Source: an optimization exercise on an open RTL-to-GDS flow (aim: small area, a short achievable clock period and few clock cycles). Production flows keep margins and buffers that such runs may drop.
Power is estimated from default activity; no workload was simulated.

== run a ==
==> flow/design.v <==
module pae_a_decoder (
    input  wire       clk,
    input  wire       rst,
    input  wire       start,
    output wire       busy,
    output wire       done,
    output reg  [3:0] err,
    output reg  [3:0] width,
    output reg        order,
    output reg  [1:0] mode,
    input  wire       in_valid,
    input  wire [7:0] in_data,
    input  wire       in_last,
    output wire       in_ready,
    output wire       out_valid,
    output wire [7:0] out_data,
    input  wire       out_ready
);
    localparam [3:0] E_NONE       = 4'd0,
                     E_INV_SIZE   = 4'd6,
                     E_NON_SQUARE = 4'd7,
                     E_RUN_OVF    = 4'd8,
                     E_DATA_OVF   = 4'd9,
                     E_TRUNC      = 4'd10;
    localparam [3:0] P_IDLE = 4'd0,
                     P_HDR  = 4'd1,    
                     P_OT   = 4'd2,    
                     P_DATA = 4'd3,    
                     P_PRE  = 4'd4,    
                     P_OFF  = 4'd5,    
                     P_MODE = 4'd7,    
                     P_T1   = 4'd8,    
                     P_END  = 4'd9,    
                     P_FIX  = 4'd10;   
    localparam QD = 4;                 
    reg        busy_r, done_r;
    reg [3:0]  ps;
    reg [9:0]  win;          
    reg [3:0]  rp;           
    reg        wlast;        
    wire       b1    = win[9];           
    wire       b0    = win[8];           
    wire       have2 = (rp >= 4'd2);
    wire       have1 = (rp != 4'd0);
    reg        in_rdy;       
    assign in_ready = in_rdy;
    wire       ld = in_rdy && in_valid;
    reg        plane;
    reg [12:0] pm;           
    reg        off;
    reg [3:0]  k;            
    reg [12:0] rv;           
    reg        big;          
    reg        rpend;        
    wire [7:0]  wsq   = width * width;
    wire [12:0] npl1  = {wsq, 5'd1};
    reg [12:0] rz;           
    reg [1:0]  cnt;          
    reg [5:0]  pk;           
    reg [7:0]  obuf;
    reg        ofull;
    reg [1:0]  fq [0:QD-1];
    reg [1:0]  fwp, frp;     
    reg [2:0]  fc;           
    wire [1:0] fq0 = fq[frp];
    wire       can_push = !ofull || out_ready;
    wire [2:0] room     = 3'd4 - {1'b0, cnt};
    wire       rz_nz    = (rz[12:1] != 12'd0);
    wire       rz_last  = (rz <= {10'd0, room} + 13'd1);
    wire       pop      = can_push && !rz_nz && (fc != 3'd0);
    wire       take     = rpend &&
                          ((!rz_nz && (fc == 3'd0)) ||
                           (can_push && rz_nz && rz_last && (fc == 3'd0)) ||
                           (can_push && !rz_nz && (fc == 3'd1)));
    reg        push;         
    reg [1:0]  cons;         
    always @(*) begin
        push = 1'b0;
        cons = 2'd0;
        case (ps)
        P_OT, P_MODE: if (have2) cons = 2'd2;
        P_PRE, P_OFF: if (have2 && !rpend) cons = 2'd2;
        P_DATA: if (have2 && !rpend && ({b1, b0} == 2'd0 || fc != 3'd4)) begin
                    cons = 2'd2;
                    push = ({b1, b0} != 2'd0);
                end
        P_T1:   if (have1) cons = 2'd1;
        default: ;
        endcase
    end
    wire       hdr_take = (ps == P_HDR) && rp[3];
    wire [3:0] rp_c = hdr_take ? 4'd0 : rp - {2'd0, cons};
    wire [9:0] wsh  = (cons == 2'd2) ? {win[7:0], 2'b00} :
                      (cons == 2'd1) ? {win[8:0], 1'b0} : win;
    wire [12:0] rv_nx  = (ps == P_PRE) ? {11'd1, b0} : {rv[10:0], b1, b0};
    wire        rcomp  = (cons != 2'd0) &&
                         (((ps == P_PRE) && !b1 && (k == 4'd0)) ||
                          ((ps == P_OFF) && (k == 4'd1)));
    wire [12:0] pm_op  = (ps == P_DATA) ? 13'd1 :
                         (ps == P_FIX)  ? 13'h1fff : rv_nx;
    wire [13:0] pm_dif = {1'b0, pm} - {1'b0, pm_op};
    wire [12:0] pm_sum = pm_dif[12:0];
    wire        rovf   = ((ps == P_OFF) && big) || pm_dif[13];
    wire        rfull  = (rv_nx == pm);
    wire        pm_ld  = (ps == P_OT) || (ps == P_T1) || ((ps == P_MODE) && !b1);
    wire        pm_upd = ((ps == P_DATA) && push && !off) || rcomp || (ps == P_FIX);
    always @(posedge clk) begin
        if (rst) begin
            busy_r <= 1'b0;
            done_r <= 1'b0;
            in_rdy <= 1'b0;
            ps     <= P_IDLE;
            ofull  <= 1'b0;
            err    <= E_NONE;
            rz     <= 13'd0;
            fc     <= 3'd0;
                fwp    <= 2'd0;
                frp    <= 2'd0;
            cnt    <= 2'd0;
            pk     <= 6'd0;
            rpend  <= 1'b0;
        end else begin
            done_r <= 1'b0;
            if (ld) begin
                case (rp_c[1:0])
                2'd0:    win <= {in_data, 2'b00};
                2'd1:    win <= {wsh[9], in_data, 1'b0};
                default: win <= {wsh[9:8], in_data};
                endcase
                wlast <= in_last;
            end else begin
                win <= wsh;
            end
            rp <= rp_c + (ld ? 4'd8 : 4'd0);
            in_rdy <= in_rdy ? !ld : (busy_r && !wlast && (rp_c <= 4'd2));
            if (pm_ld)
                pm <= npl1;
            else if (pm_upd)
                pm <= pm_sum;
            case (ps)
            P_HDR: if (hdr_take) begin
                width <= win[9:6];
                if (win[9:6] != win[5:2]) begin
                    err <= E_NON_SQUARE;
                    ps  <= P_END;
                end else if (win[9:6] == 4'd0) begin
                    err <= E_INV_SIZE;
                    ps  <= P_END;
                end else begin
                    ps  <= P_OT;
                end
            end
            P_OT: if (have2) begin
                order <= b1;
                plane <= 1'b0;
                off   <= 1'b0;
                k     <= 4'd0;
                ps    <= b0 ? P_DATA : P_PRE;
            end else if (wlast) begin
                err <= E_TRUNC;
                ps  <= P_END;
            end
            P_DATA: if (have2) begin
                if (cons != 2'd0) begin
                    if ({b1, b0} == 2'd0) begin
                        k  <= 4'd0;
                        ps <= off ? P_FIX : P_PRE;
                    end else begin
                        off <= 1'b0;
                        if (off ? (pm == 13'd1) : (pm == 13'd2))
                            ps <= plane ? P_END : P_MODE;
                    end
                end
            end else if (wlast) begin
                err <= E_TRUNC;
                ps  <= P_END;
            end
            P_PRE: if (have2) begin
                if (!rpend) begin
                    big <= (k >= 4'd6);
                    if (b1 && b0) begin
                        if (k == 4'd7) begin
                            err <= E_RUN_OVF;
                            ps  <= P_END;
                        end else begin
                            k <= k + 4'd1;
                        end
                    end else if (b1) begin
                        rv <= 13'd1;
                        k  <= k + 4'd1;
                        ps <= P_OFF;
                    end else begin
                        rv <= rv_nx;
                        if (k != 4'd0)
                            ps <= P_OFF;
                    end
                end
            end else if (wlast) begin
                err <= E_TRUNC;
                ps  <= P_END;
            end
            P_OFF: if (have2) begin
                if (!rpend) begin
                    rv <= rv_nx;
                    k  <= k - 4'd1;
                end
            end else if (wlast) begin
                err <= E_TRUNC;
                ps  <= P_END;
            end
            P_MODE: if (have2) begin
                if (b1) begin
                    mode <= {1'b0, b0} + 2'd1;
                    ps   <= P_T1;
                end else begin
                    mode  <= 2'd0;
                    plane <= 1'b1;
                    off   <= 1'b0;
                    k     <= 4'd0;
                    ps    <= b0 ? P_DATA : P_PRE;
                end
            end else if (wlast) begin
                err <= E_TRUNC;
                ps  <= P_END;
            end
            P_T1: if (have1) begin
                plane <= 1'b1;
                off   <= 1'b0;
                k     <= 4'd0;
                ps    <= b1 ? P_DATA : P_PRE;
            end else if (wlast) begin
                err <= E_TRUNC;
                ps  <= P_END;
            end
            default: ;
            endcase
            if (rcomp) begin
                if (rovf) begin
                    err <= E_DATA_OVF;
                    ps  <= P_END;
                end else begin
                    rpend <= 1'b1;
                    off   <= 1'b1;
                    if (rfull)
                        ps <= plane ? P_END : P_MODE;
                    else
                        ps <= P_DATA;
                end
            end
            case (ps)
            P_FIX: begin
                off <= 1'b0;
                ps  <= P_PRE;
            end
            P_END: begin
                if (!rpend && !rz_nz && fc == 3'd0 && can_push) begin
                    done_r <= 1'b1;
                    busy_r <= 1'b0;
                    in_rdy <= 1'b0;
                    ps     <= P_IDLE;
                end
            end
            default: ;
            endcase
            if (can_push) begin
                if (rz_nz) begin
                    if (rz_last) begin
                        rz  <= 13'd0;
                        cnt <= cnt + rz[1:0] - 2'd1;
                    end else begin
                        rz  <= rz - {10'd0, room};
                        cnt <= 2'd0;
                    end
                    if (!rz_last || rz[2:0] == room + 3'd1) begin
                        obuf  <= {pk, 2'b00};
                        ofull <= 1'b1;
                        pk    <= 6'd0;
                    end else if (ofull) begin
                        ofull <= 1'b0;
                    end
                end else if (fc != 3'd0) begin
                    cnt <= cnt + 2'd1;
                    case (cnt)
                    2'd0: pk[5:4] <= fq0;
                    2'd1: pk[3:2] <= fq0;
                    2'd2: pk[1:0] <= fq0;
                    default: ;
                    endcase
                    if (cnt == 2'd3) begin
                        obuf  <= {pk, fq0};
                        ofull <= 1'b1;
                        pk    <= 6'd0;
                    end else if (ofull) begin
                        ofull <= 1'b0;
                    end
                end else if (ofull) begin
                    ofull <= 1'b0;
                end
            end
            if (take) begin
                rz    <= rv;
                rpend <= 1'b0;
            end
            if (push) begin
                fq[fwp] <= {b1, b0};
                fwp     <= fwp + 2'd1;
            end
            if (pop)
                frp <= frp + 2'd1;
            fc <= fc + {2'd0, push} - {2'd0, pop};
            if (start && !busy_r) begin
                busy_r <= 1'b1;
                in_rdy <= 1'b1;
                ps     <= P_HDR;
                rp     <= 4'd0;
                wlast  <= 1'b0;
                rz     <= 13'd0;
                fc     <= 3'd0;
                fwp    <= 2'd0;
                frp    <= 2'd0;
                cnt    <= 2'd0;
                pk     <= 6'd0;
                rpend  <= 1'b0;
                err    <= E_NONE;
                mode   <= 2'd0;
            end
        end
    end
    assign busy      = busy_r;
    assign done      = done_r;
    assign out_valid = ofull;
    assign out_data  = obuf;
endmodule
export LEC_CHECK = 0
export CAP_MARGIN = 20
export CORE_MARGIN = 2
export CORE_UTILIZATION = 40
export PLACE_DENSITY = 0.6
export SETUP_SLACK_MARGIN = 4.5
export SLEW_MARGIN = 20
create_clock -name core_clock -period 8.0 [get_ports {clk}]
run.sh (not shown) runs the stock make flow with config.mk's settings and CLKGATE_MAP_FILE= SYNTH_SCRIPT=/design/flow/synth_recipe.tcl, a recipe that flattens the netlist after the stock synthesis.
For run b, these inputs were changed with respect to run a:
--- a/flow/design.v
+++ b/flow/design.v
@@ -66,7 +66,8 @@
     wire       can_push = !ofull || out_ready;
     wire [2:0] room     = 3'd4 - {1'b0, cnt};
     wire       rz_nz    = (rz[12:1] != 12'd0);
-    wire       rz_last  = (rz <= {10'd0, room} + 13'd1);
+    wire       rz_last  = (rz <= {9'd0, room} + 13'd4);
+    wire       rz_cmpl  = (rz > {10'd0, room});
     wire       pop      = can_push && !rz_nz && (fc != 3'd0);
     wire       take     = rpend &&
                           ((!rz_nz && (fc == 3'd0)) ||
@@ -92,13 +93,16 @@
     wire [3:0] rp_c = hdr_take ? 4'd0 : rp - {2'd0, cons};
     wire [9:0] wsh  = (cons == 2'd2) ? {win[7:0], 2'b00} :
                       (cons == 2'd1) ? {win[8:0], 1'b0} : win;
-    wire [12:0] rv_nx  = (ps == P_PRE) ? {11'd1, b0} : {rv[10:0], b1, b0};
+    wire        s_pre  = (ps == P_PRE);
+    wire        s_dat  = (ps == P_DATA);
+    wire        s_fix  = (ps == P_FIX);
+    wire [12:0] rv_nx  = {(s_pre || s_dat) ? 11'd0 : rv[10:0],
+                          s_pre || (!s_dat && (b1 || s_fix)),
+                          s_pre ? b0 : (s_dat || b0 || s_fix)};
     wire        rcomp  = (cons != 2'd0) &&
                          (((ps == P_PRE) && !b1 && (k == 4'd0)) ||
                           ((ps == P_OFF) && (k == 4'd1)));
-    wire [12:0] pm_op  = (ps == P_DATA) ? 13'd1 :
-                         (ps == P_FIX)  ? 13'h1fff : rv_nx;
-    wire [13:0] pm_dif = {1'b0, pm} - {1'b0, pm_op};
+    wire [13:0] pm_dif = {1'b0, pm} - {1'b0, rv_nx};
     wire [12:0] pm_sum = pm_dif[12:0];
     wire        rovf   = ((ps == P_OFF) && big) || pm_dif[13];
     wire        rfull  = (rv_nx == pm);
@@ -164,6 +168,7 @@
                 if (cons != 2'd0) begin
                     if ({b1, b0} == 2'd0) begin
                         k  <= 4'd0;
+                        rv <= 13'h1fff;
                         ps <= off ? P_FIX : P_PRE;
                     end else begin
                         off <= 1'b0;
@@ -271,7 +276,7 @@
                         rz  <= rz - {10'd0, room};
                         cnt <= 2'd0;
                     end
-                    if (!rz_last || rz[2:0] == room + 3'd1) begin
+                    if (rz_cmpl) begin
                         obuf  <= {pk, 2'b00};
                         ofull <= 1'b1;
                         pk    <= 6'd0;
Results
- Looking only at count of unique library cells instantiated by Yosys, and setting everything else aside, the higher value of run a and run b goes to run b.
- Tap cell instance count shrinks by a few percent when moving from run a to run b.
- In the tables for run a and run b, placeable core area reads higher with run a.
- Compared with run a, in run b final wirelength shrank by about 8%, power shrank by 0.52 mW, total stage count of the critical path shrank by 5, post-route non-filler standard cell count shrank by about 5.6%, detailed-route wire length per cell shrank by 0.51 um.
- In run b, the setup slack came out 0.15 ns above the value in run a.
- Via total after detailed routing: run b vs run a down 541
- Part of the Yosys area used for sequential elements ends up higher on run b.
- Combined buffer and inverter count along the critical path (lower): run a
Function was not checked in any run of this note: the RTL went through the layout flow alone.

[port drivers added, routing unchanged]
The results above use ideal ports. As a check the final layouts listed here were re-extracted and re-timed, cells and wires unchanged. Step 1, drivers: a clkbuf_16 drives clk and a buf_2 each remaining input, both assumed. Step 2 moves the port delays by t, midway between the first and last clock arrival at a register: inputs arrive t later, outputs are due t later. That takes back most of the time a late clock gives input paths. Slacks: ideal ports / drivers / drivers and shift; pairs: ideal ports / drivers.
run | t, ns | setup slack, ns | hold slack, ns | clock arrival spread, ns
run a | 0.465 | 4.477 / 4.477 / 4.251 | 0.439 / 0.439 / 0.439 | 0.010 / 0.010
run b | 0.461 | 4.628 / 4.643 / 4.183 | 0.436 / 0.436 / 0.436 | 0.009 / 0.009
After both steps every run listed still meets setup and hold. The setup slack of run b, which loses most, moves by +0.015 ns with the drivers and by -0.445 ns with both steps.
